This design comes from an exercise in tuning for small area on the open sky130 flow, not from production work.
At most, simulation tests tie the RTL to the original design; equivalence was not proved.
Power figures rest on the tool's default switching activity, not on a simulated workload.

## zacwire_rx
module zacwire_rx (
    input  wire        clk,
    input  wire        rst,
    input  wire [1:0]  cfg_profile,    
    input  wire [15:0] cfg_rate,       
    input  wire        ev_valid,
    input  wire [32:0] ev_word,
    input  wire        cmd_valid,
    input  wire [66:0] cmd_word,
    output wire        cmd_ready,
    output reg         rsp_valid,
    output wire [34:0] rsp_word
);
    localparam [2:0] PH_IDLE     = 3'd0,
                     PH_START    = 3'd1,
                     PH_RECV     = 3'd2,
                     PH_PARITY   = 3'd3,
                     PH_COMPLETE = 3'd4,
                     PH_ERROR    = 3'd5;
    localparam [2:0] ST_OK = 3'd0, ST_NOTCONN = 3'd1, ST_MISREAD = 3'd2,
                     ST_BEGINFAIL = 3'd3, ST_BADOP = 3'd4;
    localparam [37:0] C_FULL   = 38'd200000000000;    
    localparam [37:0] C_NARROW = 38'd70000000000;     
    function automatic uge16(input [15:0] x, input [15:0] c);
        integer k;
        reg gt, eq;
        begin
            gt = 1'b0;
            eq = 1'b1;
            for (k = 15; k >= 0; k = k - 1) begin
                gt = gt | (eq & x[k] & ~c[k]);
                eq = eq & ~(x[k] ^ c[k]);
            end
            uge16 = gt | eq;
        end
    endfunction
    wire        prof14 = cfg_profile[0];
    wire        narrow = cfg_profile[1];
    wire [3:0]  d_bits = prof14 ? 4'd14 : 4'd13;
    wire [13:0] p_mask = prof14 ? 14'h3FFF : 14'h07FF;
    reg [2:0]  phase;
    reg [3:0]  bit_pos;
    reg        par_acc;
    reg [13:0] acc;
    reg        lev;
  ...
Size: ~1800 cells after synthesis, ~260 flip-flops, about 160 I/O pins.
clock: 20.0 ns
lec_check: 0
cap_margin: 20
core_margin: 2
core_utilization: 40
place_density: 0.6
slew_margin: 20
buffer_ports_args: -buffer_cell sky130_fd_sc_hd__buf_1
cts_args: -sink_clustering_enable -repair_clock_nets -dont_use_dummy_load -buf_list sky130_fd_sc_hd__clkbuf_8 -sink_clustering_size 16 -sink_clustering_max_diameter 50
standard.sh (not shown) runs the stock make flow with config.mk's settings and CLKGATE_MAP_FILE= SYNTH_SCRIPT=/design/flow/synth_recipe.tcl, a recipe that flattens the netlist after the stock synthesis.
==> flow/flow/run.sh <==
#!/bin/bash
# Standard ORFS layout (the standard.sh, standard synthesis unchanged), with
# the port buffers made of the smallest buffer cell and a clock tree of
# smaller buffers without dummy loads.
set -euo pipefail
echo 'export BUFFER_PORTS_ARGS = -buffer_cell sky130_fd_sc_hd__buf_1' >> config.mk
echo 'export CTS_ARGS = -sink_clustering_enable -repair_clock_nets -dont_use_dummy_load -buf_list sky130_fd_sc_hd__clkbuf_8 -sink_clustering_size 16 -sink_clustering_max_diameter 50' >> config.mk
bash standard.sh finish > standard_flow.log 2>&1
Then changed:
--- a/flow/design.v
+++ b/flow/design.v
@@ -71,22 +71,20 @@
     wire [3:0]  dc   = cnt[3:0];      
     wire [3:0]  th1  = acca[3:0];       
     wire [3:0]  th2  = acca[7:4];
     wire [1:0]  th3  = acca[9:8];
     wire        bel  = acca[10];        
     wire [1:0]  cz   = acca[12:11];     
     wire        b1   = acca[18];
     wire        b2   = acca[19];
     wire        b3   = acca[20];
     reg        sgn;
-    reg        lead;
-    reg [4:0]  sc;
     wire [2:0]  cmd_op  = cmd_word[66:64];
     wire [31:0] cmd_now = cmd_word[63:32];
     wire [31:0] cmd_tmo = cmd_word[31:0];
     wire        op_slow = (cmd_op == 3'd3) || (cmd_op == 3'd4);
     assign cmd_ready = ((est == E_IDLE) && !op_slow) || ((est == E_WIN) && (dc == 4'd10));
     wire   cmd_fire  = cmd_valid && cmd_ready;
     wire begin_ok = cmd_fire && (cmd_op == 3'd0) && cmd_word[0];
     wire end_cmd  = cmd_fire && (cmd_op == 3'd1);
     wire        armed_c = begin_ok ? 1'b1 : (end_cmd ? 1'b0 : armed);
     wire [2:0]  phase_c = begin_ok ? PH_IDLE : phase;
@@ -224,21 +222,23 @@
     wire [18:0] opd  = ck ? ({{4{pdif[14]}}, pdif} ^ {19{~pds}}) : 19'd0;
     wire [18:0] asum = {acca[17], acca[17:0]} + opx + opd + {18'd0, ck & ~pds};
     wire [13:0] pmrev;                                           
     genvar gp;
     generate
         for (gp = 0; gp < 14; gp = gp + 1) begin : g_pmrev
             assign pmrev[gp] = pm[13 - gp];
         end
     endgenerate
     wire        pbit   = pmrev[cnt[3:0]];                        
-    wire        rbit   = lead && (prof14 ? uge16({11'd0, sc}, 16'd10) : uge16({11'd0, sc}, 16'd13));
+    wire        lead   = |nreg[31:9];
+    wire        fdone  = nreg[9];                                 
+    wire        rbit   = prof14 ? |nreg[21:9] : |nreg[18:9];      
     wire        f1     = (est == E_F1);
     wire [7:0]  span   = narrow ? 8'd70 : 8'd200;
     wire [7:0]  radd   = f1 ? (pbit ? span : 8'd0) : {7'd0, rbit};
     wire [15:0] rp     = {1'b0, rr, 1'b0} + {8'd0, radd};
     wire [15:0] mval   = prof14 ? 16'd16383 : 16'd2047;
     wire        qge1   = uge16(rp, mval);
     wire        qge2   = uge16(rp, {mval[14:0], 1'b0});
     wire [1:0]  qd     = qge2 ? 2'd2 : (qge1 ? 2'd1 : 2'd0);
     wire [15:0] rsub   = rp + {14'd0, qd};
     wire [13:0] rnext  = rsub[13:0] & p_mask;
@@ -257,23 +257,25 @@
         for (g = 0; g < 23; g = g + 1) begin : g_frac
             assign frac[g] = nreg[31 - g];
         end
     endgenerate
     assign rsp_word[34:32] = rstat;
     assign rsp_word[31:0]  = (kind == 2'd1) ? {pv, 17'd0, preg} :
                              (kind == 2'd2) ? {31'd0, conn} :
                              (kind == 2'd3) ? {sgn, expo, frac} : 32'd0;
     wire commit = ((est == E_R1) && conn && pv && !repv) ||
                   ((est == E_PE) && !acca[17]);
-    wire f3push = (est == E_F3) && lead;
     always @(posedge clk) begin
-        nreg <= {(est == E_NW) ? cmd_now[ofs] : (f3push ? sbit : nreg[0]), nreg[31:1]};
+        nreg <= {(est == E_NW) ? cmd_now[ofs] :
+                 (est == E_F3) ? sbit :
+                 (est == E_CP || est == E_F1 || est == E_F2) ? 1'b0 : nreg[0],
+                 nreg[31:1]};
         rept <= {(est == E_CP) ? nreg[0] : rept[0], rept[31:1]};
         if (commit) repp <= pm;
         ofs  <= ofs + 5'd1;
         rsp_valid <= 1'b0;
         case (est)
             E_IDLE: begin
                 if (cmd_valid) begin
                     if (cmd_op == 3'd3) begin
                         est <= E_WIN;
                         cnt <= 6'd0;
@@ -366,32 +368,27 @@
             end
             E_F1: begin
                 acca <= {inext, rnext};
                 cnt  <= cnt + 6'd1;
                 if (cnt[3:0] == 4'd13) est <= E_F2;
             end
             E_F2: begin
                 sgn  <= ineg;
                 acca <= {ifix, rfix};
                 cnt  <= 6'd0;
-                sc   <= 5'd0;
-                lead <= 1'b0;
                 est  <= E_F3;
             end
             E_F3: begin
                 acca <= {ireg[6:0], 1'b0, (cnt[5:3] != 3'd0) ? rnext : rr};
                 cnt <= cnt + 6'd1;
-                if (!lead) begin
-                    if (sbit) lead <= 1'b1;
-                end else begin
-                    sc <= sc + 5'd1;
-                    if (sc == 5'd22) begin
+                if (fdone) begin
+                    begin
                         rsp_valid <= 1'b1;
                         rstat     <= ST_OK;
                         kind      <= 2'd3;
                         est       <= E_IDLE;
                     end
                 end
             end
             default: est <= E_IDLE;
         endcase
         if (rst) begin
Result:
- The changed run passed the timing, design-rule and antenna checks
- worst hold slack is worse by 0.041 ns
- power came out higher by well over a third
- worst setup slack is better by 0.52 ns
- wire length fell by a few percent
- core utilization is lower by 0.26 points
- clock skew is higher by 0.013 ns
- synthesized area came out lower slightly
- cell area went down slightly
- final cell count decreases slightly
- maximum frequency grows by a few percent
Only the layout flow was run in the first run of this note; the RTL was not checked for function there.

==> separate check: timing with driven ports <==
Ports are ideal in the flow. The routed layouts listed here were re-timed in OpenROAD. Step 1 (the two cells are an assumption about what drives the block):
set clk [get_ports {clk}]
set_driving_cell -lib_cell sky130_fd_sc_hd__clkbuf_16 $clk
set_driving_cell -lib_cell sky130_fd_sc_hd__buf_2 [delete_from_list [all_inputs] $clk]
Step 2 times the ports against the registers' clock, not the clock port: input delays grow and output delays shrink by t, the midpoint of the rising clock arrivals with the driver on. Slacks: ideal / step 1 / step 2; pairs: ideal / step 1.
run	t, ns	setup WS [ns]	hold slack, ns	latest minus earliest clock arrival (ns)
the first run	0.650	9.932 / 9.952 / 9.302	0.308 / 0.308 / 0.308	0.094 / 0.094
the second run	0.618	10.451 / 10.473 / 9.855	0.267 / 0.267 / 0.267	0.116 / 0.116
After both steps setup and hold are still met in every run listed. For the first run, which loses most, drivers alone change the setup slack by +0.020 ns; drivers and shift together by -0.630 ns.
